Source: an optimization exercise on an open RTL-to-GDS flow (aim: small area, a short achievable clock period and few clock cycles). Production flows keep margins and buffers that such runs may drop.
Where RTL was checked, it was by simulation tests only, not by an equivalence proof against the original.

oak:
Design css_disckey, start of the top module:
module css_disckey (
    input  wire        clk,
    input  wire        rst,         
    input  wire        start,
    output wire        ready,
    output wire [8:0]  slot_addr,
    input  wire [39:0] slot_data,
    output wire        done,
    output wire        found,
    output wire [39:0] disc_key
);
For scale: about 3200 cells after synthesis, about 95 I/O pins, about 32000 um^2 of cells after synthesis.
clock: 6.0 ns
lec_check: 0
cap_margin: 20
core_margin: 2
core_utilization: 40
place_density: 0.6
setup_slack_margin: 3.6
slew_margin: 20
synth_hierarchical: 1
run.sh (not shown) runs the stock make flow with config.mk's settings and CLKGATE_MAP_FILE= SYNTH_SCRIPT=/design/flow/synth_recipe.tcl, a recipe that flattens the netlist after the stock synthesis.
oak reached the end of the flow, and the finished layout is clean on the timing, DRC and antenna checks.
The following lists how pine was set up differently from oak:
- SETUP_SLACK_MARGIN: 3.6 -> 3.1
--- outcome ---
pine -> oak: DRC violation count after routing delta 0, exact match
Lower final-layout non-clock buffer area share was reported by pine, not oak.
pine vs oak — met2 capacity usage during global routing dropped 3.0 points.
Compared with oak, in pine longest individual stage delay on the worst path shows a reduction of 0.03 ns, average wire per cell in the routed design fell about 1.4%.
[inputs] birch vs pine
- changing SETUP_SLACK_MARGIN from 3.1 to 2.5
Results
Comparing pine with birch, the die area came out essentially unchanged.
Taking pine as the reference point, the delay of the slowest critical-path stage of birch rises by 0.06 ns.
Going from pine to birch, timing-limited maximum frequency shrinks by 14%.
What maple does differently from birch at the input level:
- removing SYNTH_HIERARCHICAL (formerly 1)
Findings:
- maple ended with more critical path depth than birch.
- Compared to birch, the routing of maple uses more wire.
- In the metrics for birch and maple, the one carrying the higher vias after detailed routing is maple.
- NOTE: data arrival time of the critical path in maple falls short of that of birch
- maple: maximum frequency about 1.6% above birch
- Data required time at the worst endpoint delta (maple -> birch): insignificant
- maple ended up with sky130_fd_sc_hd__dfxtp_1 as its slowest library cell on the worst path; birch ended up with sky130_fd_sc_hd__xnor3_2.
- Sum of met3 wire segment lengths after detailed routing (birch / maple): 0.928
- A start point of the critical path of u_l1.r2[21]$_DFF_P_ is what maple shows, while u_l0.r2[6]$_DFF_P_ belongs to birch.
No run of this note included a check of the RTL's function; only the layout flow was run.

---

Another version of the RTL of css_disckey (not shown whole).
For scale: ~3300 cells after synthesis, ~95 I/O pins, roughly 0.032 mm² of cells after synthesis.
export LEC_CHECK = 0
export CAP_MARGIN = 5
export CORE_MARGIN = 2
export CORE_UTILIZATION = 50
export PLACE_DENSITY = 0.7
export SETUP_SLACK_MARGIN = 3.0
export SLEW_MARGIN = 5
export SYNTH_HIERARCHICAL = 1
create_clock -name core_clock -period 6.0 [get_ports {clk}]
standard.sh (not shown) runs the stock make flow with config.mk's settings and CLKGATE_MAP_FILE= SYNTH_SCRIPT=/design/flow/synth_recipe.tcl, a recipe that flattens the netlist after the stock synthesis.
==> flow/flow/run.sh <==
#!/bin/bash
set -euo pipefail
export BUFFER_PORTS_ARGS="-buffer_cell sky130_fd_sc_hd__buf_2"
bash standard.sh > standard.log 2>&1
Testbench counts at the start, summed over its fixed seeds: cycles 138,914.
Next try:
- CAP_MARGIN: 5 -> 20
- SLEW_MARGIN: 5 -> 20
Effect:
- area after synthesis stays the same
- flip-flop and latch count is unchanged
- worst setup slack does not change
- maximum frequency stays the same
- global-route usage is unchanged
- die area stays the same
- synthesized cell count does not change
- cell count is unchanged
Next try:
- CTS_CLUSTER_DIAMETER: not set -> 80
- CTS_CLUSTER_SIZE: not set -> 40
=> The changed run finished with timing, DRC and antenna clean. Cell count fell by 0.73%. Design area fell by 1.4%. Register-to-register slack barely changes. Flip-flop and latch count is unchanged. Clock skew rose by 25 ps. Synthesized area is unchanged. Core utilization fell by 0.74 points.

[static timing again, ports no longer ideal]
The flow's constraints put no driver on any port. The routed layouts listed below were extracted and timed again, unchanged, in two steps. Step 1, drivers: a clkbuf_16 drives clk and a buf_2 each remaining input, both assumed. Step 2 adds t to the input delays and takes it off the output delays; t is the mean of the earliest and latest rising clock arrival at the registers after step 1. Input paths then give back, and output paths get back, about the clock's delay inside the block. Three values: ideal, step 1, step 2; two values: the first two.
| run | shift t [ns] | slack for setup (ns) | worst setup path after step 2 | cell pins on the clock port's net |
|---|---|---|---|---|
| oak | 0.698 | 2.947 / 2.947 / 2.947 | register to register | 1 |
| pine | 0.678 | 2.999 / 2.999 / 2.597 | input to register | 1 |
| birch | 0.684 | 2.498 / 2.498 / 2.498 | register to register | 1 |
| maple | 0.688 | 2.553 / 2.553 / 2.417 | input to register | 1 |
| the first run of note 2 | 0.644 | 3.015 / 3.015 / 2.963 | input to register | 1 |
| the second run of note 2 | 0.644 | 3.015 / 3.015 / 2.963 | input to register | 1 |
| the third run of note 2 | 0.654 | 3.013 / 3.013 / 2.970 | input to register | 1 |
After both steps every run listed still meets setup and hold. The setup slack of pine, which loses most, moves by 0.000 ns with the drivers and by -0.402 ns with both steps.
